Context: an optimization exercise on an open-source flow, tuned for small area, a short achievable clock period and few clock cycles per item. The choices shown serve that exercise and are no tape-out recipe. Where RTL was checked, it was by simulation tests only, not by an equivalence proof against the original. Only the layout flow was run in runs 2 and 3; the RTL was not checked for function there. No activity file was given, so power comes from the tool's default toggle rates.

[design/flow/run.sh]
#!/bin/bash
# synth_recipe.tcl (not shown) runs the flow's synth.tcl, then flattens the netlist and writes it again
# the make line also repeats each setting of config.mk as NAME=value (left out here)
make -C /OpenROAD-flow-scripts/flow DESIGN_CONFIG=/design/flow/config.mk WORK_HOME=/design/flow/orfs CLKGATE_MAP_FILE= SYNTH_SCRIPT=/design/flow/synth_recipe.tcl finish
[design/flow/config.mk]
export PLATFORM = sky130hd
export DESIGN_NAME = saturating_counter_array
export DESIGN_NICKNAME = saturating_counter_array
export VERILOG_FILES = /design/flow/design.v
export SDC_FILE = /design/flow/constraint.sdc
export NUM_CORES = 4
export LEC_CHECK = 0
export CAP_MARGIN = 20
export CORE_MARGIN = 2
export CORE_UTILIZATION = 30
export PLACE_DENSITY = 0.5
export SLEW_MARGIN = 20
[design/flow/constraint.sdc]
create_clock -name core_clock -period 9.0 [get_ports {clk}]
set_input_delay 1.8000 -clock core_clock [delete_from_list [all_inputs] [get_ports {clk}]]
set_output_delay 1.8000 -clock core_clock [all_outputs]
set_load 0.01 [all_outputs]
[design/flow/design.v]
module saturating_counter_array (
    input  wire        clk,
    input  wire        rst,             
    input  wire        cmd_valid,
    output wire        cmd_ready,
    input  wire [3:0]  cmd_op,
    input  wire [31:0] cmd_addr,
    output wire        rsp_valid,
    output wire [2:0]  rsp_status,
    output wire [11:0] rsp_data,
    output wire        fault_o,
    output wire [4:0]  peer_rd_idx,
    input  wire [31:0] peer_rd_data,
    input  wire [15:0] peer_size,
    input  wire [7:0]  peer_counter_width,
    input  wire [15:0] peer_threshold,
    input  wire [7:0]  peer_offset_bits,
    input  wire [3:0]  peer_num_masks,
    input  wire [23:0] peer_mask_lsbs,    
    input  wire [23:0] peer_mask_sizes    
);
    localparam [2:0] ST_OK       = 3'd0;
    localparam [2:0] ST_ILLEGAL  = 3'd1;
    localparam [2:0] ST_COMPAT   = 3'd3;
    localparam [2:0] ST_HALTED   = 3'd4;
    reg [1023:0] cnt;             
    reg          fault_q;
    reg          merging_q;       
    reg [7:0]    idx_q;           
    reg          set_q, unset_q, clr_q;      
    reg          get_q, isset_q, tot_q;      
    reg [11:0]   total_q;         
    reg [6:0]    dsum_q;          
    reg          rsp_valid_q;
    reg [2:0]    rsp_status_q;
    assign cmd_ready   = ~merging_q;
    assign rsp_valid   = rsp_valid_q;
    assign rsp_status  = rsp_status_q;
    assign fault_o     = fault_q;
    assign peer_rd_idx = idx_q[7:3];
    wire [7:0] idx = cmd_addr[13:6] ^ cmd_addr[21:14] ^ cmd_addr[29:22];
    wire is_set   = (cmd_op == 4'h1);
    wire is_unset = (cmd_op == 4'h2);
    wire is_get   = (cmd_op == 4'h3);
    wire is_isset = (cmd_op == 4'h4);
    wire is_total = (cmd_op == 4'h5);
    wire is_clear = (cmd_op == 4'h6);
    wire is_merge = (cmd_op == 4'h7);
    wire illegal  = (cmd_op == 4'h0) | cmd_op[3];
    wire compat = (peer_size          == 16'd256) &&
                  (peer_counter_width == 8'd4)    &&
                  (peer_threshold     == 16'd4)   &&
                  (peer_offset_bits   == 8'd6)    &&
                  (peer_num_masks     == 4'd3)    &&
                  (peer_mask_lsbs     == {8'd16, 8'd8, 8'd0}) &&
                  (peer_mask_sizes    == {8'd8, 8'd8, 8'd8});
    wire go     = cmd_valid & ~merging_q;     
    wire ex     = go & ~fault_q;              
    wire mstart = ex & is_merge & compat;
    reg [31:0] word;
    integer w;
    always @* begin
        word = 32'd0;
        for (w = 0; w < 32; w = w + 1)
            if (idx_q[7:3] == w) word = cnt[32*w +: 32];
    end
    wire [3:0] cur     = word[4*idx_q[2:0] +: 4];
    wire       cur_max = (cur == 4'd15);
    wire       cur_min = (cur == 4'd0);
    wire [3:0] newval  = set_q ? (cur_max ? 4'd15 : cur + 4'd1)
                               : (cur_min ? 4'd0  : cur - 4'd1);
    assign rsp_data = ({12{get_q}}   & {8'd0, cur}) |
                      ({12{isset_q}} & {11'd0, cur[3] | cur[2]}) |
                      ({12{tot_q}}   & total_q);
    reg [3:0] merged [0:7];
    reg [6:0] dsum;
    integer k;
    always @* begin : sat_add
        reg [4:0] s;
        dsum = 7'd0;
        for (k = 0; k < 8; k = k + 1) begin
            s = {1'b0, word[4*k +: 4]} + {1'b0, peer_rd_data[4*k +: 4]};
            merged[k] = s[4] ? 4'd15 : s[3:0];
            dsum = dsum + (s[4] ? {3'd0, ~word[4*k +: 4]} : {3'd0, peer_rd_data[4*k +: 4]});
        end
    end
    wire zero_all = rst | clr_q;
    wire write_sc = set_q | unset_q;
    genvar gw, gk;
    generate
        for (gk = 0; gk < 8; gk = gk + 1) begin : lane
            wire       lsel = merging_q | (write_sc & (idx_q[2:0] == gk));
            wire [3:0] wd   = zero_all ? 4'd0 : (merging_q ? merged[gk] : newval);
            for (gw = 0; gw < 32; gw = gw + 1) begin : wrd
                wire en = zero_all | (lsel & (idx_q[7:3] == gw));
                always @(posedge clk)
                    if (en) cnt[4*(8*gw+gk) +: 4] <= wd;
            end
        end
    endgenerate
    wire [11:0] tbase = total_q + {5'd0, dsum_q};
    always @(posedge clk) begin
        if (rst) begin
            fault_q     <= 1'b0;
            merging_q   <= 1'b0;
            set_q       <= 1'b0;
            unset_q     <= 1'b0;
            clr_q       <= 1'b0;
            get_q       <= 1'b0;
            isset_q     <= 1'b0;
            tot_q       <= 1'b0;
            total_q     <= 12'd0;
            dsum_q      <= 7'd0;
            rsp_valid_q <= 1'b0;
        end else begin
            if (clr_q)
                total_q <= 12'd0;
            else if (set_q & ~cur_max)
                total_q <= tbase + 12'd1;
            else if (unset_q & ~cur_min)
                total_q <= tbase - 12'd1;
            else
                total_q <= tbase;
            dsum_q <= merging_q ? dsum : 7'd0;
            set_q   <= 1'b0;
            unset_q <= 1'b0;
            clr_q   <= 1'b0;
            get_q   <= 1'b0;
            isset_q <= 1'b0;
            tot_q   <= 1'b0;
            rsp_valid_q  <= 1'b0;
            rsp_status_q <= ST_OK;
            if (merging_q) begin
                idx_q[7:3] <= idx_q[7:3] + 5'd1;
                if (idx_q[7:3] == 5'd31) begin
                    merging_q   <= 1'b0;
                    rsp_valid_q <= 1'b1;
                end
            end else if (go) begin
                idx_q <= mstart ? 8'd0 : idx;
                if (mstart) begin
                    merging_q <= 1'b1;
                end else begin
                    rsp_valid_q <= 1'b1;
                    if (fault_q) begin
                        rsp_status_q <= ST_HALTED;
                    end else if (illegal) begin
                        fault_q      <= 1'b1;
                        rsp_status_q <= ST_ILLEGAL;
                    end else if (is_merge) begin
                        fault_q      <= 1'b1;
                        rsp_status_q <= ST_COMPAT;
                    end else begin
                        set_q   <= is_set;
                        unset_q <= is_unset;
                        clr_q   <= is_clear;
                        get_q   <= is_get;
                        isset_q <= is_isset;
                        tot_q   <= is_total;
                    end
                end
            end
        end
    end
endmodule
==> impl_metrics.yaml, run 1 <==
outcome:
  status: "finished clean"
setup_path:
  max_stage_delay_ps: 600
  crit_type: "flop to flop"
  worstPathMaxFanout: 34
  cpMostUsedCell: "inv_1"
  cp.arrival_ps: 9180
  start_kind: "flop"
  cpMaxStageDelayCell: "ha_4"
  crit_required_ps: 9630
  crit_path_end_kind: "flop"
logic_synthesis:
  ys_types: 122
  syn-mean-instance-area_sq_um: 12.52
  synth_flop_cell: "edfxtp_1"
  syn_area_sq_mm: 0.04958
  synthesis.nets: 4219
  synth-seq-cells: 1063
  ys_warn_count: 2
  synth-seq-area-share_pct: 63.81
  synthArstFlopShare_pct: 0
  synth_edf_count: 1035
  netlist_instances: 3959
sta:
  skew_ps: 58.15
  tightestPinTransition_ps: 1171
  final_max_slew_viol_count: 0
  period_needed_ps: 8553
  setup_violations: 0
  fin_crit_sh_pct: 95.03
  slew_headroom_pct: 21.76
  fmax_mhz: 116.9
  tns_ps: 0
  whs_ps: 553.1
  rsz0062_at_grt: "false"
  hold_violations: 0
place:
  io_buffers: 185
  place.gp.congestion: 0.9387
  place_hpwl_um: 135500
global_route:
  gr-usage-all-layers_pct: 21.94
  grt_pass1_wl_um: 267900
  first_global_vias: 35972
  grt_max_degree: 173
  grt_overflow: 0
  antenna_found_initial: 2
floorplanning:
  dieArea_sq_mm: 0.1685
  io_pins: 194
  placement_rows: 149
  die_height_um: 410.5
  start_util_pct: 30.12
  coreArea_sq_mm: 0.1646
  die_x_um: 410.5
route:
  wl_um: 191100
  via_count: 37352
  wire_per_inst_um: 29.53
  firstDrtPassIters: 8
  antenna_left: 0
  drcViolationCount: 0
  via_per_inst: 5.770
  drtIter0Drc: 4429
clocking:
  clk_latency_ps: 740
  postCtsSetupRepairBufs: 0
  path_clk_slew_ps: 70
  clockBufferDepth: 3
  ctsHoldBuffers: 0
  cts_made_buffers: 107
  cts_tree: "done"
  post_cts_resize_count: 0
  cts.htree.levels: 3
  cts_root_buf: "clkbuf_16"
  cts_sinks: 1063
run:
  maxCapViolCount: 0
finish:
  final_cell_mix: "edfxtp_1 (1035), o21ai_0 (457), a21oi_1 (252)"
  diodes: 0
  fin_util_pct: 35.77
  drive_above_1_share_pct: 12.63
  area_growth_pct: 18.77
  final_common_cell: "edfxtp_1"
  nNetsFinal: 4452
  n_fill_cell: 15840
pwr:
  leakagePower_nw: 20.34
  total_power_mw: 15.06
  ir_worst_vdd_uv: 249.8
  power_density_mw_per_mm2: 255.7
worst_hold_path:
  worstHoldPathType: "flop to flop"
cell type report:
type / instances / area, sq um / share of cell area [%]
Tap cell: 2189 / 2739 / 4.651
Clock buffer: 129 / 2813 / 4.776
Clock inverter: 72 / 838.3 / 1.423
Multi-Input combinational cell: 2461 / 16460 / 27.95
Sequential cell: 1063 / 31640 / 53.73
Timing Repair Buffer: 446 / 3974 / 6.748
Inverter: 113 / 424.2 / 0.7202
sequential cells by signal, summed over array words and instances, names as in the netlist:
register	flops
merging_q	1
get_q	1
tot_q	1
cnt	1024
rsp_valid_q	1
clr_q	1
total_q	12
idx_q	8
unset_q	1
set_q	1
rsp_status_q	3
isset_q	1
fault_q	1
dsum_q	7
Yosys cell counts, types with 34 or more instances:
master	instances	share of area (%)
a31oi_1	34	0.43
o221ai_1	43	0.76
clkbuf_1	171	1.3
nor3_1	60	0.61
nand2_1	238	1.8
buf_2	104	1.0
o22ai_1	92	1.2
edfxtp_1	1035	63
o21ai_0	457	4.6
nor2b_1	35	0.44
a221oi_1	47	0.83
a21oi_1	257	2.6
nand3_1	73	0.74
inv_1	111	0.84
a22oi_1	54	0.82
o21a_1	39	0.59
ha_1	57	1.4
nor2_1	213	1.6
nor4_1	37	0.47
nand2b_1	39	0.49
metal layers:
| layer | wire length, um | share of wire, % | global-route usage [%] | up-vias |
|---|---|---|---|---|
| li1 | - | - | - | 15998 |
| met1 | 79250 | 41 | 30.20 | 19124 |
| met2 | 88460 | 46 | 35.15 | 1966 |
| met3 | 16010 | 8.4 | 2.817 | 264 |
| met4 | 7412 | 3.9 | 8.589 | 0 |
| met5 | 0 | 0 | 0 | - |
power by group:
part	switching (mW)	total (mW)	internal, mW
combinational	2.30	3.54	1.24
sequential	0.244	6.81	6.57
clock	2.03	4.71	2.67
final timing paths:
path | from | to | slack [ps] | depth (start not counted)
max | idx_q[3] | dsum_q[6] | 450 | 29
min | fault_q | fault_q | 550 | 2
max reg2reg | idx_q[3] | dsum_q[6] | 450 | 29
min reg2reg | fault_q | fault_q | 550 | 2
stage by stage:
step | instances | worst slack, ps | cell area (sq um)
after floorplan | 3959 | 1344 | 49580
after global placement | 6272 | 332.0 | 55230
after detailed placement | 6272 | 278.2 | 55240
after CTS | 6473 | 228.7 | 58890
after global routing | 6473 | 105.5 | 58890
final | 6473 | 447.1 | 58890
critical path, delay by kind of cell, from the launching register on:
family                     cells  cell delay (ps)
buffers and inverters          8             1090
AOI/OAI and AO/OA              8             1710
DFF                            1              520
and+or+nand+nor                4             1310
muxes                          1              180
adders and majority gates      8             3580
kinds of logic after synthesis:
| logic type | Yosys count | synth area share, % |
|---|---|---|
| AOI/OAI and AO/OA | 1390 | 18.49 |
| and+or+nand+nor | 906 | 9.710 |
| muxes | 13 | 0.2927 |
| buffers and inverters | 435 | 3.851 |
| xor gates and xnor gates | 63 | 1.113 |
| adders and majority gates | 89 | 2.730 |
| DFF | 1063 | 63.81 |
Testbench counts, summed over its fixed seeds: cycles 20,544, commands 12,000.
==> run 2: changes to the inputs <==
--- a/design/flow/design.v
+++ b/design/flow/design.v
@@ -28,4 +28,5 @@
     reg          merging_q;       
     reg [7:0]    idx_q;           
+    reg [31:0]   word_q;          
     reg          set_q, unset_q, clr_q;      
     reg          get_q, isset_q, tot_q;      
@@ -58,38 +59,37 @@
     wire ex     = go & ~fault_q;              
     wire mstart = ex & is_merge & compat;
-    reg [31:0] word;
-    integer w;
-    always @* begin
-        word = 32'd0;
-        for (w = 0; w < 32; w = w + 1)
-            if (idx_q[7:3] == w) word = cnt[32*w +: 32];
-    end
-    wire [3:0] cur     = word[4*idx_q[2:0] +: 4];
+    wire [3:0] cur     = word_q[4*idx_q[2:0] +: 4];
     wire       cur_max = (cur == 4'd15);
     wire       cur_min = (cur == 4'd0);
     wire [3:0] newval  = set_q ? (cur_max ? 4'd15 : cur + 4'd1)
                                : (cur_min ? 4'd0  : cur - 4'd1);
+    wire       write_sc = set_q | unset_q;
     assign rsp_data = ({12{get_q}}   & {8'd0, cur}) |
                       ({12{isset_q}} & {11'd0, cur[3] | cur[2]}) |
                       ({12{tot_q}}   & total_q);
     reg [3:0] merged [0:7];
-    reg [6:0] dsum;
+    reg [3:0] delta  [0:7];
     integer k;
     always @* begin : sat_add
         reg [4:0] s;
-        dsum = 7'd0;
         for (k = 0; k < 8; k = k + 1) begin
-            s = {1'b0, word[4*k +: 4]} + {1'b0, peer_rd_data[4*k +: 4]};
+            s = {1'b0, word_q[4*k +: 4]} + {1'b0, peer_rd_data[4*k +: 4]};
             merged[k] = s[4] ? 4'd15 : s[3:0];
-            dsum = dsum + (s[4] ? {3'd0, ~word[4*k +: 4]} : {3'd0, peer_rd_data[4*k +: 4]});
+            delta[k]  = s[4] ? ~word_q[4*k +: 4] : peer_rd_data[4*k +: 4];
         end
     end
+    wire [4:0] ds01 = delta[0] + delta[1];
+    wire [4:0] ds23 = delta[2] + delta[3];
+    wire [4:0] ds45 = delta[4] + delta[5];
+    wire [4:0] ds67 = delta[6] + delta[7];
+    wire [5:0] ds03 = ds01 + ds23;
+    wire [5:0] ds47 = ds45 + ds67;
+    wire [6:0] dsum = ds03 + ds47;
     wire zero_all = rst | clr_q;
-    wire write_sc = set_q | unset_q;
     genvar gw, gk;
     generate
         for (gk = 0; gk < 8; gk = gk + 1) begin : lane
             wire       lsel = merging_q | (write_sc & (idx_q[2:0] == gk));
-            wire [3:0] wd   = zero_all ? 4'd0 : (merging_q ? merged[gk] : newval);
+            wire [3:0] wd   = {4{~zero_all}} & (merging_q ? merged[gk] : newval);
             for (gw = 0; gw < 32; gw = gw + 1) begin : wrd
                 wire en = zero_all | (lsel & (idx_q[7:3] == gw));
@@ -99,4 +99,28 @@
         end
     endgenerate
+    wire [4:0] rsel = merging_q ? idx_q[7:3] + 5'd1 :
+                      is_merge  ? 5'd0 : idx[7:3];
+    wire [31:0] rs = 32'd1 << rsel;
+    reg [31:0] word;
+    integer w;
+    always @* begin
+        word = 32'd0;
+        for (w = 0; w < 32; w = w + 1)
+            word = word | (cnt[32*w +: 32] & {32{rs[w]}});
+    end
+    wire fwd = write_sc & (idx_q[7:3] == rsel);
+    reg [31:0] word_n;
+    integer j;
+    always @* begin
+        for (j = 0; j < 8; j = j + 1)
+            word_n[4*j +: 4] = (fwd & (idx_q[2:0] == j)) ? newval : word[4*j +: 4];
+        if (clr_q)
+            word_n = 32'd0;
+    end
+    always @(posedge clk) begin
+        word_q     <= word_n;
+        idx_q[7:3] <= rsel;
+        idx_q[2:0] <= idx[2:0];
+    end
     wire [11:0] tbase = total_q + {5'd0, dsum_q};
     always @(posedge clk) begin
@@ -132,5 +156,4 @@
             rsp_status_q <= ST_OK;
             if (merging_q) begin
-                idx_q[7:3] <= idx_q[7:3] + 5'd1;
                 if (idx_q[7:3] == 5'd31) begin
                     merging_q   <= 1'b0;
@@ -138,5 +161,4 @@
                 end
             end else if (go) begin
-                idx_q <= mstart ? 8'd0 : idx;
                 if (mstart) begin
                     merging_q <= 1'b1;
--- a/design/flow/config.mk
+++ b/design/flow/config.mk
@@ -8,5 +8,5 @@
 export CAP_MARGIN = 20
 export CORE_MARGIN = 2
-export CORE_UTILIZATION = 30
-export PLACE_DENSITY = 0.5
+export CORE_UTILIZATION = 50
+export PLACE_DENSITY = 0.6
 export SLEW_MARGIN = 20
==> run 2 against run 1 <==
- final area down 7.5%
- synthesized area down 5.7%
- clock skew down 26 ps
- critical path depth down 18
- cell count down 24%
- sequential power up 27%
- core utilization up 23 points
- register-to-register slack better by 2400 ps
- sequential share of layout area up 5.4 points
- clock-buffer cell count up 13
- first-iteration DRC count up 47%
- critical endpoint is now word_q[21]
- largest cell class unchanged
==> impl_metrics.yaml, run 2 <==
outcome:
  status: "finished clean"
setup_path:
  crit_path_end_kind: "flop"
  r2r_end: "word_q[21]"
  crit_type: "input port to flop"
  cp_cell_sequence: "clkdlybuf4s50_1 -> nand4b_2 -> a21o_1 -> nand2_2 -> inv_4 -> buf_4 -> nor3_4 -> a22o_1 -> a222oi_1 -> and4_1 -> a211oi_1"
  r2r-start: "idx_q[4]"
  cp.arrival_ps: 7060
  r2r_cells: 13
  max_stage_delay_ps: 1050
  ff2ff_setup_slack_ps: 2840
  crit_required_ps: 9510
  cpMaxStageDelayCell: "nor3_4"
  start_kind: "input port"
  worstPathMaxFanout: 33
logic_synthesis:
  synth_mux_area_share_pct: 1.252
  synth_fa_ha_area_share_pct: 2.922
  syn-mean-instance-area_sq_um: 14.24
  synth_xor_xnor_area_share_pct: 1.210
  netlist_instances: 3284
  synth-seq-cells: 1095
  synth_area_leader_cell: "edfxtp_1"
  synthTopCellsByArea: "edfxtp_1 (66%), a22oi_1 (3.9%), o21ai_0 (3.7%), dfxtp_1 (2.9%), ha_1 (1.6%)"
  yosysMostFrequentCell: "edfxtp_1"
  ys_types: 104
  synth_top_family_by_area: "compound AO/OA/AOI/OAI gates"
  synth-compound-area-share_pct: 16.10
  yosys-top-cells-count: "edfxtp_1 (1027), o21ai_0 (341), a22oi_1 (244)"
  synthesis.nets: 3545
  synth-seq-area-share_pct: 68.87
  syn_area_sq_mm: 0.04676
  synth-simple-area-share_pct: 7.110
  synth_edf_count: 1027
  synthArstFlopShare_pct: 0
  ys_warn_count: 3
  synth_flop_cell: "edfxtp_1"
  synth_top_cell_area_share_pct: 65.96
sta:
  fmax_mhz: 152.8
  slew_headroom_pct: 14.35
  setup_violations: 0
  fin_crit_sh_pct: 72.73
  tightestPinTransition_ps: 1271
  period_needed_ps: 6546
  rsz0062_at_grt: "false"
  tns_ps: 0
  final_max_slew_viol_count: 0
  hold_violations: 0
  skew_ps: 32.02
  fin_ws_ps: 2454
  whs_ps: 583.7
global_route:
  grt.met2_usage_pct: 59.47
  antenna_found_initial: 34
  grt_use_met1_pct: 53.56
  grt_pass1_wl_um: 269900
  grt_max_degree: 181
  grt_overflow: 0
  busiest_layer: "met2"
  met3_usage_pct: 15.84
  gr-usage-all-layers_pct: 41.63
  first_global_vias: 33253
route:
  drtIter0Drc: 6528
  via_per_inst: 7.305
  wire_per_inst_um: 41.18
  via_count: 35858
  firstDrtPassIters: 9
  wl_um: 202100
  antenna_left: 0
  drcViolationCount: 0
clocking:
  cts_tree: "done"
  cts.htree.levels: 3
  cts_sinks: 1095
  post_cts_resize_count: 0
  ctsHoldBuffers: 0
  cts_made_buffers: 109
  clk_latency_ps: 740
  cts_root_buf: "clkbuf_16"
  clockBufferDepth: 3
  path_clk_slew_ps: 60
  postCtsSetupRepairBufs: 0
pwr:
  leakagePower_nw: 18.84
  power_density_mw_per_mm2: 336.7
  ir_worst_vdd_uv: 326.9
place:
  place_ws_ps: 2030
  io_buffers: 185
  place_hpwl_um: 133800
  place.gp.congestion: 1.002
finish:
  final_common_cell: "edfxtp_1"
  final_cell_mix: "edfxtp_1 (1027), o21ai_0 (333), a22oi_1 (244)"
  top_register: "cnt"
  area_growth_pct: 16.51
  largest_reg_flops: 1024
  nNetsFinal: 3782
  drive_above_1_share_pct: 12.02
  reg_top3: "cnt: 1024 flops, word_q: 32 flops, total_q: 12 flops"
worst_hold_path:
  worstHoldStart: "total_q[11]"
  worstHoldPathCells: 3
  worstHoldPathType: "flop to flop"
  min_to: "total_q[11]"
floorplanning:
  dieArea_sq_mm: 0.09597
  start_util_pct: 50.25
  die_height_um: 309.8
  placement_rows: 112
  io_pins: 194
  die_x_um: 309.8
  coreArea_sq_mm: 0.09305
run:
  maxCapViolCount: 0
[run 2: changes by cell type in the layout (fill, tap and decap cells not counted), moves of 43 or more]
cell | before | now
diode_2 | 0 | 43
nor2_1 | 210 | 95
o22ai_1 | 92 | 26
o21ai_0 | 457 | 333
a21oi_1 | 252 | 89
inv_1 | 110 | 65
a22oi_1 | 54 | 244
buf_4 | 248 | 142
a22o_1 | 7 | 52
nand2_1 | 238 | 166
[run 2: worst max-delay path by stage]
| stage | startpoint | endpoint | slack, ps | cells after the start |
|---|---|---|---|---|
| 2_1_floorplan | peer_rd_data[20] | dsum_q[6] | 3010 | 20 |
| 3_3_place_gp | peer_rd_data[0] | dsum_q[6] | 2010 | 21 |
| 3_5_place_dp | peer_rd_data[0] | dsum_q[6] | 2030 | 21 |
| 4_1_cts | peer_rd_data[0] | dsum_q[6] | 2750 | 21 |
| 5_1_grt | peer_rd_data[0] | dsum_q[6] | 2480 | 21 |
| 6_report | cmd_op[2] | word_q[21] | 2450 | 11 |
[run 2: cells by family (layout without fill, tap and decap cells)]
kind of cell | Yosys count | in the layout
xor gates and xnor gates | 51 | 51
muxes | 45 | 45
DFF | 1095 | 1095
other | 0 | 43
and+or+nand+nor | 628 | 628
adders and majority gates | 90 | 90
AOI/OAI and AO/OA | 1100 | 1100
buffers and inverters | 275 | 603
[run 2: metal layers]
metal | share of wire [%] | routed length (um)
met5 | 0.042 | 85
met1 | 35 | 70250
met3 | 16 | 32550
met2 | 42 | 85010
met4 | 7.1 | 14250
[run 2: worst max-delay path, delay by kind of cell]
kind,cells,cell delay (ps)
buf+inv,3,1230
simple gates,4,1970
compound gates,4,1960
[run 2: power breakdown]
part | leakage, nW | total (mW) | switching [mW] | internal, mW
sequential | 11.1 | 8.63 | 0.626 | 8.01
clock | 1.69 | 4.54 | 2.00 | 2.54
combinational | 6.03 | 5.17 | 3.66 | 1.50
total | 18.8 | 18.3 | 6.29 | 12.1
[run 2: cell type report]
cell class	count	area, sq um
Multi-Input combinational cell	1914	13760
Fill cell	7440	38570
Clock inverter	60	641.9
Tap cell	1254	1569
Clock buffer	142	2872
Timing Repair Buffer	334	3065
Inverter	67	254.0
Sequential cell	1095	32200
Antenna cell	43	107.6
[run 2: per-stage QoR]
step           cell area (sq um)  util, %  std cells  power (mW)
3_5_place_dp               50730    54.52       4659       13.62
2_1_floorplan              46760        -       3284       11.10
4_1_cts                    54240    58.29       4861       18.08
6_report                   54470    58.54       4909       18.34
3_3_place_gp               50710    54.50       4658       13.56
5_1_grt                    54390    58.45       4874       18.87
==> run 3: changes to the inputs <==
--- a/design/flow/design.v
+++ b/design/flow/design.v
@@ -33,4 +33,5 @@
     reg [11:0]   total_q;         
     reg [6:0]    dsum_q;          
+    reg [31:0]   peer_q;          
     reg          rsp_valid_q;
     reg [2:0]    rsp_status_q;
@@ -39,5 +40,5 @@
     assign rsp_status  = rsp_status_q;
     assign fault_o     = fault_q;
-    assign peer_rd_idx = idx_q[7:3];
+    assign peer_rd_idx = merging_q ? idx_q[7:3] + 5'd1 : 5'd0;
     wire [7:0] idx = cmd_addr[13:6] ^ cmd_addr[21:14] ^ cmd_addr[29:22];
     wire is_set   = (cmd_op == 4'h1);
@@ -74,7 +75,7 @@
         reg [4:0] s;
         for (k = 0; k < 8; k = k + 1) begin
-            s = {1'b0, word_q[4*k +: 4]} + {1'b0, peer_rd_data[4*k +: 4]};
+            s = {1'b0, word_q[4*k +: 4]} + {1'b0, peer_q[4*k +: 4]};
             merged[k] = s[4] ? 4'd15 : s[3:0];
-            delta[k]  = s[4] ? ~word_q[4*k +: 4] : peer_rd_data[4*k +: 4];
+            delta[k]  = s[4] ? ~word_q[4*k +: 4] : peer_q[4*k +: 4];
         end
     end
@@ -114,10 +115,10 @@
     always @* begin
         for (j = 0; j < 8; j = j + 1)
-            word_n[4*j +: 4] = (fwd & (idx_q[2:0] == j)) ? newval : word[4*j +: 4];
-        if (clr_q)
-            word_n = 32'd0;
+            word_n[4*j +: 4] = (clr_q | (fwd & (idx_q[2:0] == j))) ?
+                               (newval & {4{~clr_q}}) : word[4*j +: 4];
     end
     always @(posedge clk) begin
         word_q     <= word_n;
+        peer_q     <= peer_rd_data;
         idx_q[7:3] <= rsel;
         idx_q[2:0] <= idx[2:0];
--- a/design/flow/config.mk
+++ b/design/flow/config.mk
@@ -10,3 +10,4 @@
 export CORE_UTILIZATION = 50
 export PLACE_DENSITY = 0.6
+export SETUP_SLACK_MARGIN = 4
 export SLEW_MARGIN = 20
==> run 3 against run 2 <==
- cell count fell by 1.0%
- via count fell by 8.0%
- routed wire length fell by 17%
- combinational power rose by 3%
- hold slack improved by 25 ps
- flip-flop and latch count rose by 32
- clock-buffer cell count rose by 1
- final area rose by 1.1%
- sequential share of layout area rose by 0.57 points
- critical path type unchanged
- largest cell class unchanged
==> impl_metrics.yaml, run 3 <==
outcome:
  status: "finished clean"
clocking:
  cts_sinks: 1127
  clk_latency_ps: 710
  cts.htree.levels: 3
  cts_root_buf: "clkbuf_16"
  ctsHoldBuffers: 0
  cts_made_buffers: 112
  path_clk_slew_ps: 60
  cts_tree: "done"
  clockBufferDepth: 3
pwr:
  total_power_mw: 18.87
  ir_worst_vdd_uv: 345.1
  power_density_mw_per_mm2: 342.7
  p_seq_share_pct: 47.1
  swShare_pct: 33.09
  p_int_mw: 12.63
  p_sw_mw: 6.246
  pwr-share-comb_pct: 28.3
  clkPwrFrac_pct: 24.6
  leakagePower_nw: 19.33
sta:
  hold_violations: 0
  fmax_mhz: 196.7
  tns_ps: 0
  skew_ps: 59.99
  rsz0062_at_grt: "true"
  setup_violations: 0
  final_max_slew_viol_count: 0
  period_needed_ps: 5085
  whs_ps: 609.0
  tightestPinTransition_ps: 1329
  slew_headroom_pct: 11.21
  fin_crit_sh_pct: 56.50
global_route:
  gr-usage-all-layers_pct: 33.96
  first_global_vias: 31636
  grt_overflow: 0
  grt_max_degree: 182
  antenna_found_initial: 12
  grt_pass1_wl_um: 233300
route:
  firstDrtPassIters: 6
  antenna_left: 0
  wire_per_inst_um: 34.45
  drcViolationCount: 0
  drtIter0Drc: 5057
  wl_um: 167400
  via_count: 32979
  via_per_inst: 6.786
run:
  maxCapViolCount: 0
worst_hold_path:
  worstHoldPathType: "flop to flop"
setup_path:
  cpMaxStageDelayCell: "buf_4"
  crit_type: "input port to flop"
  cp.arrival_ps: 5610
  crit_required_ps: 9520
  cp_cell_sequence: "clkdlybuf4s50_1 -> xnor3_1 -> mux2_2 -> nor4_4 -> buf_4 -> and2_4 -> a22oi_1 -> nand4_1 -> nor4b_1 -> a221oi_1"
  crit_buf_inv: 2
  start_kind: "input port"
  max_stage_delay_ps: 540
  crit_path_end_kind: "flop"
  worstPathMaxFanout: 29
  cp_top_family: "simple AND/OR/NAND/NOR gates"
logic_synthesis:
  yosys-top-cells-count: "edfxtp_1 (1027), o21ai_0 (316), nand2_1 (171)"
  synth_edf_count: 1027
  synth-seq-cells: 1127
  syn_area_sq_mm: 0.04702
  synthTopCellsByArea: "edfxtp_1 (66%), dfxtp_1 (4.3%), o21ai_0 (3.4%), a22oi_1 (2.5%), mux2i_1 (2.2%)"
  synthArstFlopShare_pct: 0
  yosysMostFrequentCell: "edfxtp_1"
  ys_types: 78
  netlist_instances: 3275
  synth_top_cell_area_share_pct: 65.59
  synth_flop_cell: "edfxtp_1"
  synthesis.nets: 3538
  ys_warn_count: 3
  synth_area_leader_cell: "edfxtp_1"
  synth-seq-area-share_pct: 69.85
  syn-mean-instance-area_sq_um: 14.36
floorplanning:
  die_height_um: 310.7
  dieArea_sq_mm: 0.09650
  die_x_um: 310.7
  io_pins: 194
  coreArea_sq_mm: 0.09319
  start_util_pct: 50.45
  placement_rows: 112
finish:
  n_fill_cell: 7161
  multi_input_area_sq_mm: 0.01368
  finalInstanceArea_sq_mm: 0.05508
  largest_reg_flops: 1024
  reg_top3: "cnt: 1024 flops, peer_q: 32 flops, word_q: 32 flops"
  final_cell_mix: "edfxtp_1 (1027), o21ai_0 (312), clkdlybuf4s50_1 (184)"
  fin_util_pct: 59.11
  drive_above_1_share_pct: 12.08
  final_common_cell: "edfxtp_1"
  area_growth_pct: 17.15
  top_register: "cnt"
  regArea_sq_mm: 0.03287
  nNetsFinal: 3751
place:
  postPlaceCellArea_sq_mm: 0.05080
  place_hpwl_um: 103600
  place.gp.congestion: 0.9356
  io_buffers: 185
## run 3: changes by cell type after synthesis, moves of 16 or more
cell and change:
a221o_1 +18, a22o_1 +16, a22oi_1 -86, a2bb2oi_1 +32, buf_2 -32, clkbuf_1 +49
dfxtp_1 +32, inv_1 +22, mux2i_1 +88, nand3_1 -39, o21ai_0 -25, o22ai_1 +35
## run 3: stage by stage
step	setup slack (ps)	std cells
floorplan	4561	3275
global placement	2382	4602
CTS	4000	4833
detailed placement	2252	4602
finish	3915	4860
global route	3921	4841
## run 3: area by class of cell
class	count	share of cell area, %
flip-flops and latches	1127	59.68
multi-input cells	1847	24.83
clock buffers	143	5.447
repair buffers	308	5.313
well taps	1254	2.848
clock inverters	68	1.138
inverters	92	0.6451
diodes	21	0.09540
## run 3: final timing paths
kind | start | end | slack, ps | depth (start not counted)
setup / recovery | cmd_addr[19] | word_q[13] | 3920 | 10
hold / removal | total_q[11] | total_q[11] | 610 | 3
setup reg to reg | word_q[0] | dsum_q[6] | 4140 | 21
hold reg to reg | total_q[11] | total_q[11] | 610 | 3
## run 3: worst register-to-register path: stages, from the launching register on
cell and delay, ps:
dfxtp_4 430, ha_4 160, inv_1 50, fa_2 340
inv_1 60, a21oi_1 50, nor2_1 170, nor2_2 90
nand2_1 70, o21ai_0 110, fa_1 610, inv_1 60
fa_1 450, fa_1 500, inv_1 70, fa_1 500
ha_1 170, inv_1 70, fa_2 390, nor2b_2 130
o21ai_0 80, a21oi_1 180
## run 3: cells by family after synthesis
kind of cell | after synthesis | synth area share [%]
AO/OA/AOI/OAI | 1030 | 14.74
multiplexers | 117 | 2.794
flip-flops | 1127 | 69.85
AND/OR/NAND/NOR | 557 | 6.057
XOR/XNOR | 49 | 1.091
adder cells (fa/ha/maj) | 92 | 2.959
buffers and inverters | 303 | 2.507
## run 3: what timing repair did
item | 4_1_cts | 5_1_grt
cloned | 3 | 1
pin swaps | 9 | 8
setup buffers | 17 | 4
setup endpoints to repair | 37 | 31
gates resized for setup | 61 | 38
## run 3: power by group through the flow
stage / logic [mW] / clock network, mW / registers [mW]
floorplan: 2.79 / 0 / 8.66
global placement: 4.90 / 0 / 8.87
detailed placement: 5.02 / 0 / 8.94
CTS: 5.20 / 4.66 / 8.85
global route: 5.66 / 4.87 / 9.01
finish: 5.34 / 4.65 / 8.89
## run 3: layer usage
metal | up-vias | wire, um | global-route usage [%]
met5 | - | 0 | 0
met2 | 2475 | 72330 | 49.53
met3 | 404 | 23710 | 9.637
li1 | 13501 | - | -
met1 | 16599 | 63190 | 47.49
met4 | 0 | 8213 | 15.43
==> run 4: changes to the inputs <==
--- a/design/flow/design.v
+++ b/design/flow/design.v
@@ -36,5 +36,6 @@
     reg          rsp_valid_q;
     reg [2:0]    rsp_status_q;
-    assign cmd_ready   = ~merging_q;
+    wire   last        = merging_q & (idx_q[7:3] == 5'd31);    
+    assign cmd_ready   = ~merging_q | last;
     assign rsp_valid   = rsp_valid_q;
     assign rsp_status  = rsp_status_q;
@@ -57,5 +58,5 @@
                   (peer_mask_lsbs     == {8'd16, 8'd8, 8'd0}) &&
                   (peer_mask_sizes    == {8'd8, 8'd8, 8'd8});
-    wire go     = cmd_valid & ~merging_q;     
+    wire go     = cmd_valid & cmd_ready;      
     wire ex     = go & ~fault_q;              
     wire mstart = ex & is_merge & compat;
@@ -66,7 +67,8 @@
                                : (cur_min ? 4'd0  : cur - 4'd1);
     wire       write_sc = set_q | unset_q;
+    wire [11:0] tbase = total_q + {5'd0, dsum_q};
     assign rsp_data = ({12{get_q}}   & {8'd0, cur}) |
                       ({12{isset_q}} & {11'd0, cur[3] | cur[2]}) |
-                      ({12{tot_q}}   & total_q);
+                      ({12{tot_q}}   & tbase);
     reg [3:0] merged [0:7];
     reg [3:0] delta  [0:7];
@@ -100,5 +102,5 @@
         end
     endgenerate
-    wire [4:0] rsel = merging_q ? idx_q[7:3] + 5'd1 :
+    wire [4:0] rsel = (merging_q & ~last) ? idx_q[7:3] + 5'd1 :
                       is_merge  ? 5'd0 : idx[7:3];
     wire [31:0] rs = 32'd1 << rsel;
@@ -110,11 +112,11 @@
             word = word | (cnt[32*w +: 32] & {32{rs[w]}});
     end
-    wire fwd = write_sc & (idx_q[7:3] == rsel);
+    wire hit = idx_q[7:3] == rsel;
     reg [31:0] word_n;
     integer j;
     always @* begin
         for (j = 0; j < 8; j = j + 1)
-            word_n[4*j +: 4] = (clr_q | (fwd & (idx_q[2:0] == j))) ?
-                               (newval & {4{~clr_q}}) : word[4*j +: 4];
+            word_n[4*j +: 4] = (clr_q | (hit & (merging_q | (write_sc & (idx_q[2:0] == j))))) ?
+                               ({4{~clr_q}} & (merging_q ? merged[j] : newval)) : word[4*j +: 4];
     end
     always @(posedge clk) begin
@@ -124,5 +126,4 @@
         idx_q[2:0] <= idx[2:0];
     end
-    wire [11:0] tbase = total_q + {5'd0, dsum_q};
     always @(posedge clk) begin
         if (rst) begin
@@ -156,10 +157,9 @@
             rsp_valid_q  <= 1'b0;
             rsp_status_q <= ST_OK;
-            if (merging_q) begin
-                if (idx_q[7:3] == 5'd31) begin
-                    merging_q   <= 1'b0;
-                    rsp_valid_q <= 1'b1;
-                end
-            end else if (go) begin
+            if (merging_q & (idx_q[7:3] == 5'd30))
+                rsp_valid_q <= 1'b1;
+            if (last)
+                merging_q <= 1'b0;
+            if (go) begin
                 if (mstart) begin
                     merging_q <= 1'b1;
--- a/design/flow/config.mk
+++ b/design/flow/config.mk
@@ -8,6 +8,7 @@
 export CAP_MARGIN = 20
 export CORE_MARGIN = 2
-export CORE_UTILIZATION = 50
-export PLACE_DENSITY = 0.6
-export SETUP_SLACK_MARGIN = 4
+export CORE_UTILIZATION = 40
+export CTS_BUF_LIST = sky130_fd_sc_hd__clkbuf_4 sky130_fd_sc_hd__clkbuf_8
+export PLACE_DENSITY = 0.55
+export SETUP_SLACK_MARGIN = 4.5
 export SLEW_MARGIN = 20
==> run 4 against run 3 <==
- first-iteration DRC count rose by 4.4%
- power barely moved
- clock skew fell by 17 ps
- fmax rose by 1.2%
- die area rose by 25%
- still clean
- register-to-register slack improved by 370 ps
- via count rose by 4.8%
- critical endpoint is now rsp_data[10]
- final area rose by 5.1%
- core utilization fell by 9.4 points
==> impl_metrics.yaml, run 4 <==
outcome:
  status: "finished clean"
floorplanning:
  dieArea_sq_mm: 0.1204
  placement_rows: 125
  start_util_pct: 40.40
  io_pins: 194
  die_x_um: 347.1
  die_height_um: 347.1
  coreArea_sq_mm: 0.1165
global_route:
  grt_overflow: 0
  grt.met2_usage_pct: 47.85
  grt_use_met1_pct: 38.51
  busiest_layer: "met2"
  grt_max_degree: 80
  met3_usage_pct: 6.659
  gr-usage-all-layers_pct: 30.21
  antenna_found_initial: 15
  grt_pass1_wl_um: 255400
  first_global_vias: 33163
clocking:
  clk_latency_ps: 890
  cts_made_buffers: 182
  cts_sinks: 1127
  path_clk_slew_ps: 60
  cts.htree.levels: 4
  clockBufferDepth: 3
  cts_tree: "done"
  cts_root_buf: "clkbuf_8"
route:
  antenna_left: 0
  via_count: 34548
  drtIter0Drc: 5281
  firstDrtPassIters: 9
  via_per_inst: 6.372
  drcViolationCount: 0
  wire_per_inst_um: 34.56
  wl_um: 187400
logic_synthesis:
  netlist_instances: 3294
  synth_flop_cell: "edfxtp_1"
  synth_top_family_by_area: "compound AO/OA/AOI/OAI gates"
  ys_warn_count: 3
  synth_xor_xnor_area_share_pct: 1.425
  yosysMostFrequentCell: "edfxtp_1"
  synth_top_cell_area_share_pct: 65.51
  synthesis.nets: 3559
  synth_fa_ha_area_share_pct: 3.009
  ys_types: 97
  synth_edf_count: 1027
  synth-simple-area-share_pct: 7.942
  synth-seq-area-share_pct: 69.77
  synth_mux_area_share_pct: 0.8904
  yosys-top-cells-count: "edfxtp_1 (1027), o21ai_0 (298), a22oi_1 (216)"
  syn_area_sq_mm: 0.04707
  synth-compound-area-share_pct: 14.31
  synthArstFlopShare_pct: 0
  synth-seq-cells: 1127
  synth_area_leader_cell: "edfxtp_1"
  synthTopCellsByArea: "edfxtp_1 (66%), dfxtp_1 (4.3%), a22oi_1 (3.4%), o21ai_0 (3.2%), ha_1 (1.6%)"
  syn-mean-instance-area_sq_um: 14.29
finish:
  n_fill_cell: 10081
  reg_top3: "cnt: 1024 flops, peer_q: 32 flops, word_q: 32 flops"
  drive_above_1_share_pct: 23.03
  largest_reg_flops: 1024
  top_register: "cnt"
  multi_input_area_sq_mm: 0.01450
  final_cell_mix: "edfxtp_1 (1027), o21ai_0 (286), buf_4 (230)"
  regArea_sq_mm: 0.03293
  area_growth_pct: 23.03
  nNetsFinal: 4009
  final_common_cell: "edfxtp_1"
pwr:
  ir_worst_vdd_uv: 1078
  power_density_mw_per_mm2: 325.7
  leakagePower_nw: 20.90
setup_path:
  cpMaxStageDelayCell: "fa_2"
  crit_required_ps: 7200
  worstPathMaxFanout: 3
  ff2ff_setup_slack_ps: 4510
  r2r-start: "word_q[12]"
  crit_type: "flop to primary output"
  cpMostUsedCell: "a21o_1"
  r2r_cells: 21
  r2r_end: "dsum_q[6]"
  cp.arrival_ps: 3230
  max_stage_delay_ps: 350
  start_kind: "flop"
  cp_cell_sequence: "ha_4 -> fa_2 -> a21o_1 -> a21o_1 -> a211o_1 -> a21oi_2 -> nor2b_2 -> xor2_2 -> and2_1 -> buf_2"
  crit_path_end_kind: "primary output"
sta:
  hold_violations: 0
  final_max_slew_viol_count: 0
  whs_ps: 548.7
  skew_ps: 43.46
  slew_headroom_pct: 16.87
  fin_crit_sh_pct: 55.84
  setup_violations: 0
  tightestPinTransition_ps: 1243
  tns_ps: 0
  fmax_mhz: 199.0
  rsz0062_at_grt: "true"
  period_needed_ps: 5025
place:
  place.gp.congestion: 0.9181
  io_buffers: 185
  place_hpwl_um: 118700
worst_hold_path:
  worstHoldPathType: "flop to flop"
  worstHoldStart: "fault_q"
  min_to: "fault_q"
  worstHoldPathCells: 2
run:
  maxCapViolCount: 0
## run 4: changes by cell type after synthesis, sizes merged, moves of 26 or more
cell,change
a22oi,+58
nand3,+77
nand2,-29
and3,+39
nand4,+31
o22ai,-54
buf,+29
mux2i,-87
a2bb2oi,-33
clkbuf,-26
nor2,+30
a32o,+31
a21oi,-64
## run 4: kinds of logic (layout without fill, tap and decap cells)
kind of cell / count (synthesis) / after routing
AOI/OAI and AO/OA: 956 / 956
xor gates and xnor gates: 57 / 57
adders and majority gates: 94 / 94
buffers and inverters: 307 / 899
DFF: 1127 / 1127
muxes: 32 / 32
other: 0 / 12
and+or+nand+nor: 721 / 721
## run 4: how the worst max path moves through the flow
| stage | start | end | slack, ps | depth (start not counted) |
|---|---|---|---|---|
| after floorplan | word_q[4] | dsum_q[6] | 4530 | 22 |
| after global placement | cmd_op[1] | word_q[17] | 2350 | 10 |
| after detailed placement | cmd_op[2] | word_q[9] | 2300 | 12 |
| after CTS | dsum_q[0] | rsp_data[10] | 3920 | 10 |
| after global routing | dsum_q[0] | rsp_data[10] | 3850 | 10 |
| final | dsum_q[0] | rsp_data[10] | 3970 | 10 |
## run 4: power breakdown
group / internal [mW] / switching, mW / leakage [nW]
clock network: 2.38 / 2.09 / 1.91
registers: 7.96 / 0.574 / 11.4
logic: 2.15 / 3.71 / 7.61
## run 4: layer usage
layer,vias to the layer above,part of all wire (%)
met5,-,0.017
met4,4,6.5
met3,514,11
met2,2373,46
met1,17521,36
li1,14136,-
## run 4: repair_timing
action                                  in CTS  in global routing
gates cloned                                 2                  5
buffers inserted                           106                 54
endpoints found under the setup margin     662                302
hold buffers                                 0                  0
pin swaps                                   88                 78
resized for setup                          332                123
## run 4: final cells by class
class                           instances  share of cell area, %
Tap cell                             1524                  3.293
Clock inverter                         71                 0.8404
Inverter                               93                 0.6395
Timing Repair Buffer                  480                  7.905
Antenna cell                           12                0.05185
Multi-Input combinational cell       1860                  25.04
Clock buffer                          255                  5.379
Sequential cell                      1127                  56.85
## run 4: worst max-delay path, delay by kind of cell, from the launching register on
family | cells | cell delay (ps)
AOI/OAI and AO/OA | 4 | 910
xor gates and xnor gates | 1 | 250
adders and majority gates | 2 | 510
DFF | 1 | 320
buffers and inverters | 1 | 130
and+or+nand+nor | 2 | 230
## run 4: through the flow
stage	cell area, sq um	util, %	cells	setup slack (ps)	power (mW)
6_report	57910	49.70	5422	3975	18.86
5_1_grt	57890	49.68	5412	3853	19.64
4_1_cts	56900	48.83	5351	3919	18.39
3_5_place_dp	51240	43.98	4917	2299	13.42
3_3_place_gp	51230	43.97	4917	2354	13.34
2_1_floorplan	47090	-	3294	4533	10.94
Testbench counts of run 4, summed over its fixed seeds: cycles 20,277, commands 12,000.
==> run 5: changes to the inputs <==
--- a/design/flow/design.v
+++ b/design/flow/design.v
@@ -32,10 +32,13 @@
     reg          get_q, isset_q, tot_q;      
     reg [11:0]   total_q;         
+    reg [19:0]   pair_q;          
+    reg          pv_q;            
     reg [6:0]    dsum_q;          
+    reg          totw_q;          
     reg [31:0]   peer_q;          
     reg          rsp_valid_q;
     reg [2:0]    rsp_status_q;
     wire   last        = merging_q & (idx_q[7:3] == 5'd31);    
-    assign cmd_ready   = ~merging_q | last;
+    assign cmd_ready   = (~merging_q | last) & ~totw_q;
     assign rsp_valid   = rsp_valid_q;
     assign rsp_status  = rsp_status_q;
@@ -67,8 +70,7 @@
                                : (cur_min ? 4'd0  : cur - 4'd1);
     wire       write_sc = set_q | unset_q;
-    wire [11:0] tbase = total_q + {5'd0, dsum_q};
     assign rsp_data = ({12{get_q}}   & {8'd0, cur}) |
                       ({12{isset_q}} & {11'd0, cur[3] | cur[2]}) |
-                      ({12{tot_q}}   & tbase);
+                      ({12{tot_q}}   & total_q);
     reg [3:0] merged [0:7];
     reg [3:0] delta  [0:7];
@@ -86,7 +88,7 @@
     wire [4:0] ds45 = delta[4] + delta[5];
     wire [4:0] ds67 = delta[6] + delta[7];
-    wire [5:0] ds03 = ds01 + ds23;
-    wire [5:0] ds47 = ds45 + ds67;
-    wire [6:0] dsum = ds03 + ds47;
+    wire [6:0] dsum = ({2'd0, pair_q[4:0]}   + {2'd0, pair_q[9:5]}) +
+                      ({2'd0, pair_q[14:10]} + {2'd0, pair_q[19:15]});
+    wire tot_ready = ~merging_q & ~pv_q;
     wire zero_all = rst | clr_q;
     genvar gw, gk;
@@ -126,4 +128,5 @@
         idx_q[2:0] <= idx[2:0];
     end
+    wire [11:0] tbase = total_q + {5'd0, dsum_q};
     always @(posedge clk) begin
         if (rst) begin
@@ -137,5 +140,8 @@
             tot_q       <= 1'b0;
             total_q     <= 12'd0;
+            pair_q      <= 20'd0;
+            pv_q        <= 1'b0;
             dsum_q      <= 7'd0;
+            totw_q      <= 1'b0;
             rsp_valid_q <= 1'b0;
         end else begin
@@ -148,5 +154,7 @@
             else
                 total_q <= tbase;
-            dsum_q <= merging_q ? dsum : 7'd0;
+            pair_q <= merging_q ? {ds67, ds45, ds23, ds01} : 20'd0;
+            pv_q   <= merging_q;
+            dsum_q <= clr_q ? 7'd0 : dsum;
             set_q   <= 1'b0;
             unset_q <= 1'b0;
@@ -161,7 +169,14 @@
             if (last)
                 merging_q <= 1'b0;
+            if (totw_q & tot_ready) begin
+                totw_q      <= 1'b0;
+                rsp_valid_q <= 1'b1;
+                tot_q       <= 1'b1;
+            end
             if (go) begin
                 if (mstart) begin
                     merging_q <= 1'b1;
+                end else if (ex & is_total & ~tot_ready) begin
+                    totw_q <= 1'b1;
                 end else begin
                     rsp_valid_q <= 1'b1;
==> design/flow/flow/run.sh (new file) <==
#!/bin/bash
# The standard layout, with one change: the port buffers that placement
# inserts on every input and output use buf_2 instead of the default cell.
set -euo pipefail
export BUFFER_PORTS_ARGS="-buffer_cell sky130_fd_sc_hd__buf_2"
bash standard.sh > standard_flow.log 2>&1
==> design/flow/standard.sh (new file) <==
#!/bin/bash
# synth_recipe.tcl (not shown) runs the flow's synth.tcl, then flattens the netlist and writes it again
# the make line also repeats each setting of config.mk as NAME=value (left out here)
make -C /OpenROAD-flow-scripts/flow DESIGN_CONFIG=/design/flow/config.mk WORK_HOME=/design/flow/orfs CLKGATE_MAP_FILE= SYNTH_SCRIPT=/design/flow/synth_recipe.tcl "${@:-finish}"
removed: design/flow/run.sh
==> run 5 against run 4 <==
- first-iteration DRC count increased by 10%
- non-clock buffer count decreased by 113
- combinational power decreased by about 30%
- setup slack improved by 410 ps
- sequential share of layout area increased by 2.4 points
- critical path type is now input port to flop
- highest routed layer unchanged
==> impl_metrics.yaml, run 5 <==
finish:
  area_growth_pct: 16.89
  final_cell_mix: "edfxtp_1 (1027), o21ai_0 (313), a22oi_1 (271)"
  reg_top3: "cnt: 1024 flops, peer_q: 32 flops, word_q: 32 flops"
  final_common_cell: "edfxtp_1"
  fin_util_pct: 46.98
  largest_reg_flops: 1024
  drive_above_1_share_pct: 21.41
  nNetsFinal: 4049
  top_register: "cnt"
  finalInstanceArea_sq_mm: 0.05621
logic_synthesis:
  synth-compound-area-share_pct: 13.79
  synth_area_leader_cell: "edfxtp_1"
  synth_top_cell_area_share_pct: 64.13
  yosys-top-cells-count: "edfxtp_1 (1027), o21ai_0 (320), a22oi_1 (271)"
  synth-seq-area-share_pct: 69.21
  synth_fa_ha_area_share_pct: 2.935
  synthTopCellsByArea: "edfxtp_1 (64%), dfxtp_1 (5.1%), a22oi_1 (4.2%), o21ai_0 (3.3%), ha_1 (2.0%)"
  ys_types: 94
  synthArstFlopShare_pct: 0
  synth_flop_cell: "edfxtp_1"
  syn-mean-instance-area_sq_um: 14.00
  synthesis.nets: 3705
  syn_area_sq_mm: 0.04809
  synth_mux_area_share_pct: 1.462
  synth-simple-area-share_pct: 8.708
  yosysMostFrequentCell: "edfxtp_1"
  synth_edf_count: 1027
  synth_xor_xnor_area_share_pct: 1.220
  netlist_instances: 3435
  ys_warn_count: 3
  synth_top_family_by_area: "compound AO/OA/AOI/OAI gates"
  synth-seq-cells: 1149
clocking:
  cts_sinks: 1149
  ctsHoldBuffers: 0
  cts_root_buf: "clkbuf_8"
  cts_made_buffers: 189
  cts.htree.levels: 4
  clk_latency_ps: 910
  cts_tree: "done"
  path_clk_slew_ps: 60
  clockBufferDepth: 3
pwr:
  power_density_mw_per_mm2: 318.0
  ir_worst_vdd_uv: 157.4
  leakagePower_nw: 20.45
setup_path:
  start_kind: "input port"
  critPathLaunch: "cmd_op[3]"
  crit_required_ps: 9710
  ff2ff_setup_slack_ps: 4440
  cp.arrival_ps: 5320
  crit_path_end_kind: "flop"
  worstPathMaxFanout: 21
  r2r-start: "idx_q[3]"
  crit_type: "input port to flop"
floorplanning:
  start_util_pct: 40.19
  placement_rows: 127
  die_x_um: 350.7
  die_height_um: 350.7
  dieArea_sq_mm: 0.1230
  io_pins: 194
  coreArea_sq_mm: 0.1197
sta:
  final_max_slew_viol_count: 0
  slew_headroom_pct: 11.87
  period_needed_ps: 4617
  rsz0062_at_grt: "true"
  tightestPinTransition_ps: 1318
  skew_ps: 78.08
  fin_crit_sh_pct: 51.30
  hold_violations: 0
  tns_ps: 0
  fin_ws_ps: 4383
  setup_violations: 0
  fmax_mhz: 216.6
worst_hold_path:
  worstHoldStart: "fault_q"
  worstHoldPathType: "flop to flop"
place:
  place.gp.congestion: 0.9489
  place_ws_ps: 2627
  place_hpwl_um: 128600
  io_buffers: 185
  postPlaceCellArea_sq_mm: 0.05148
route:
  via_per_inst: 6.463
  wire_per_inst_um: 35.91
  wl_um: 200100
  antenna_left: 0
  drcViolationCount: 0
  via_count: 36012
  firstDrtPassIters: 9
  drtIter0Drc: 5823
global_route:
  first_global_vias: 33773
  gr-usage-all-layers_pct: 32.09
  antenna_found_initial: 19
  grt_overflow: 0
  grt_max_degree: 188
  grt_pass1_wl_um: 270900
outcome:
  status: "finished clean"
run:
  maxCapViolCount: 0
run 5: power by group:
part           switching (mW)  internal [mW]  total [mW]
Combinational            3.04           1.04        4.08
Clock                    2.19           2.52        4.70
Sequential              0.679           8.41        9.09
Total                    5.91           12.0        17.9
run 5: critical path, cell delays in order:
cell and delay (ps):
buf_2 130, and4b_2 460, or3_4 270, a2bb2oi_4 290, buf_4 470, nor2_4 130
buf_4 340, a22oi_1 360, nand4_1 140, nor4_1 700, a221oi_1 190
run 5: worst paths after layout:
kind,end,cells past startpoint
worst max-delay path,word_q[19],11
worst min-delay path,fault_q,2
worst max register to register,word_q[19],13
worst min register to register,fault_q,2
run 5: repair_timing:
item / in CTS / in global routing
endpoints found under the setup margin: 263 / 45
setup buffers: 43 / 8
resized for setup: 55 / 25
pin swaps: 15 / 5
run 5: final cells by class:
class	count	area, sq um
fill	10575	63440
antenna	27	67.56
sequential	1149	33300
tap	1612	2017
clock inverter	64	442.9
clock buffer	281	3405
inverter	78	319.1
timing repair buffer	367	2432
multi-input combinational	1994	14230
run 5: routing by layer:
layer  track usage, %  up-vias  wire, um
met5                0        -       172
met4            20.43       20     13600
met3            10.68      627     28060
met2            45.92     3036     84840
met1            41.82    17926     73440
li1                 -    14403         -
run 5: stage by stage:
step | power, mW | instances | hold WS, ps
floorplan | 10.80 | 3435 | 467.8
global placement | 12.86 | 5149 | 519.5
detailed placement | 12.92 | 5149 | 520.9
CTS | 17.65 | 5537 | 531.5
global route | 18.38 | 5546 | 578.5
finish | 17.87 | 5572 | 532.5
run 5: cells by family after synthesis:
family                   Yosys count
multiplexers                      55
flip-flops                      1149
XOR/XNOR                          54
AO/OA/AOI/OAI                    985
AND/OR/NAND/NOR                  801
buffers and inverters            292
adder cells (fa/ha/maj)           99
Testbench counts of run 5, summed over its fixed seeds: cycles 20,328, commands 12,000.
==> run 6: changes to the inputs <==
--- a/design/flow/config.mk
+++ b/design/flow/config.mk
@@ -8,7 +8,6 @@
 export CAP_MARGIN = 20
 export CORE_MARGIN = 2
-export CORE_UTILIZATION = 40
-export CTS_BUF_LIST = sky130_fd_sc_hd__clkbuf_4 sky130_fd_sc_hd__clkbuf_8
-export PLACE_DENSITY = 0.55
-export SETUP_SLACK_MARGIN = 4.5
+export CORE_UTILIZATION = 45
+export PLACE_DENSITY = 0.6
+export SETUP_SLACK_MARGIN = 5
 export SLEW_MARGIN = 20
==> run 6 against run 5 <==
- via count up 1.9%
- clock-buffer cell count down 114
- non-clock buffer count up 156
- flip-flop and latch count unchanged
- cell count down 3.6%
- synthesized cell count unchanged
- combinational power up 12%
- clock power about the same
- core utilization up 8.6 points
- routed wire length up 0.38%
- clock skew down 47 ps
- critical endpoint is now rsp_data[0]
==> impl_metrics.yaml, run 6 <==
outcome:
  status: "finished clean"
pwr:
  power_density_mw_per_mm2: 312.0
  leakagePower_nw: 21.52
  ir_worst_vdd_uv: 183.1
sta:
  rsz0062_at_grt: "true"
  slew_headroom_pct: 8.465
  period_needed_ps: 4278
  hold_violations: 0
  final_max_slew_viol_count: 0
  fin_crit_sh_pct: 47.53
  tightestPinTransition_ps: 1359
  fmax_mhz: 233.8
  skew_ps: 30.60
  tns_ps: 0
  setup_violations: 0
logic_synthesis:
  synthTopCellsByArea: "edfxtp_1 (64%), dfxtp_1 (5.1%), a22oi_1 (4.2%), o21ai_0 (3.3%), ha_1 (2.0%)"
  synth-seq-area-share_pct: 69.21
  syn_area_sq_mm: 0.04809
  yosys-top-cells-count: "edfxtp_1 (1027), o21ai_0 (320), a22oi_1 (271)"
  synth_flop_cell: "edfxtp_1"
  netlist_instances: 3435
  synth-seq-cells: 1149
  synthesis.nets: 3705
  synth_edf_count: 1027
  yosysMostFrequentCell: "edfxtp_1"
  syn-mean-instance-area_sq_um: 14.00
  ys_types: 94
  synth_top_cell_area_share_pct: 64.13
  synth_area_leader_cell: "edfxtp_1"
  synthArstFlopShare_pct: 0
  ys_warn_count: 3
finish:
  drive_above_1_share_pct: 23.97
  final_common_cell: "edfxtp_1"
  final_cell_mix: "edfxtp_1 (1027), o21ai_0 (312), a22oi_1 (253)"
  layout.cells.non_filler: 5374
  nNetsFinal: 4140
  fin_util_pct: 55.61
  largest_reg_flops: 1024
  reg_top3: "cnt: 1024 flops, peer_q: 32 flops, word_q: 32 flops"
  top_register: "cnt"
  area_growth_pct: 22.26
place:
  io_buffers: 185
  place.gp.congestion: 0.9495
  dp.cells: 4922
  place_hpwl_um: 123600
route:
  via_per_inst: 6.830
  wire_per_inst_um: 37.38
  wl_um: 200900
  via_count: 36706
  firstDrtPassIters: 6
  drtIter0Drc: 6567
  antenna_left: 0
  drcViolationCount: 0
setup_path:
  crit_required_ps: 7200
  crit_type: "flop to primary output"
  cp.arrival_ps: 2480
  worstPathMaxFanout: 5
  start_kind: "flop"
  crit_path_end_kind: "primary output"
floorplanning:
  coreArea_sq_mm: 0.1057
  dieArea_sq_mm: 0.1095
  io_pins: 194
  die_height_um: 330.9
  die_x_um: 330.9
  start_util_pct: 45.49
  placement_rows: 119
run:
  maxCapViolCount: 0
clocking:
  cts_root_buf: "clkbuf_16"
  cts_made_buffers: 117
  cts.htree.levels: 3
  path_clk_slew_ps: 70
  cts_tree: "done"
  ctsHoldBuffers: 0
  clockBufferDepth: 3
  clk_latency_ps: 720
  cts_sinks: 1149
global_route:
  grt_pass1_wl_um: 271100
  first_global_vias: 34383
  grt_max_degree: 68
  grt_overflow: 0
  antenna_found_initial: 23
  gr-usage-all-layers_pct: 36.03
worst_hold_path:
  worstHoldPathType: "flop to flop"
==> run 6: final timing paths <==
path         depth (start not counted)          end     start  slack, ps
min                                  2        tot_q    totw_q        540
min reg2reg                          2        tot_q    totw_q        540
max reg2reg                         14   word_q[11]  idx_q[7]       4980
max                                  6  rsp_data[0]  idx_q[0]       4720
==> run 6: logic make-up (layout without fill, tap and decap cells) <==
| family | after synthesis | count (layout) | synth area share [%] |
|---|---|---|---|
| multiplexers | 55 | 55 | 1.462 |
| other | 0 | 16 | 0 |
| adder cells (fa/ha/maj) | 99 | 99 | 2.935 |
| XOR/XNOR | 54 | 54 | 1.220 |
| flip-flops | 1149 | 1149 | 69.21 |
| AND/OR/NAND/NOR | 801 | 804 | 8.708 |
| AO/OA/AOI/OAI | 985 | 985 | 13.79 |
| buffers and inverters | 292 | 821 | 2.675 |
==> run 6: metrics by stage <==
step                      setup slack (ps)  instance area, sq um  power, mW  hold slack (ps)
final                                 4722                 58790      18.34            540.2
after global routing                  4697                 58760      18.77            584.8
after CTS                             4710                 57860      17.94            527.2
after detailed placement              2654                 51180      12.83            519.5
after global placement                2701                 51150      12.75            510.7
after floorplan                       4849                 48260      10.82            467.8
==> run 6: area by class of cell <==
class                      instances  area, sq um
fill                            8427        46920
sequential                      1149        33310
multi-input combinational       1997        15010
timing repair buffer             523         4684
clock buffer                     167         3224
tap                             1391         1740
clock inverter                    49        405.4
inverter                          78        322.8
timing repair inverter             4        57.56
antenna                           16        40.04
==> run 6: repair_timing <==
item	4_1_cts	5_1_grt
setup buffers	161	45
resized for setup	278	94
pin swaps	82	45
cloned	11	3
setup endpoints to repair	929	416
==> run 6: power breakdown <==
group,internal (mW),total [mW],switching [mW]
combinational,1.35,4.55,3.20
sequential,8.42,9.11,0.695
clock,2.60,4.68,2.08
total,12.4,18.3,5.98
==> run 6: critical path, cell delays in order (launching register included) <==
cell,delay (ps)
dfxtp_4,370
buf_12,120
mux4_2,540
mux2i_4,210
nand2_1,80
a221o_1,290
buf_2,140
==> run 6: routing by layer <==
metal | wire [um] | part of all wire, % | vias to the layer above | global-route usage (%)
met2 | 83360 | 41 | 3373 | 50.85
met5 | 435 | 0.22 | - | 0.7391
met3 | 32890 | 16 | 823 | 13.79
li1 | - | - | 14539 | -
met4 | 16710 | 8.3 | 32 | 25.53
met1 | 67480 | 34 | 17939 | 45.43

-- static timing again, ports no longer ideal --
No port has a modelled driver above. Below, the same layouts with a new extraction and two added sets of constraints.
Step 1: set_driving_cell puts a clkbuf_16 on clk and a buf_2 on each other input, an assumption about the parent block.
Step 2 times the ports against the registers' clock, not the clock port: input delays grow and output delays shrink by t, the midpoint of the rising clock arrivals with the driver on.
Three values: ideal, step 1, step 2; two values: the first two.
run	shift t [ns]	setup slack, ns	worst setup path at the end
run 1	0.786	0.447 / 0.447 / 0.447	register to register
run 2	0.787	2.454 / 2.493 / 1.706	input to register
run 3	0.749	3.915 / 3.942 / 3.193	input to register
run 4	0.940	3.975 / 3.905 / 3.536	input to register
run 5	0.941	4.383 / 4.419 / 3.478	input to register
run 6	0.774	4.722 / 4.653 / 4.086	input to register
After both steps setup and hold are still met in every run listed. For run 5, which loses most, drivers alone change the setup slack by +0.036 ns; drivers and shift together by -0.905 ns.
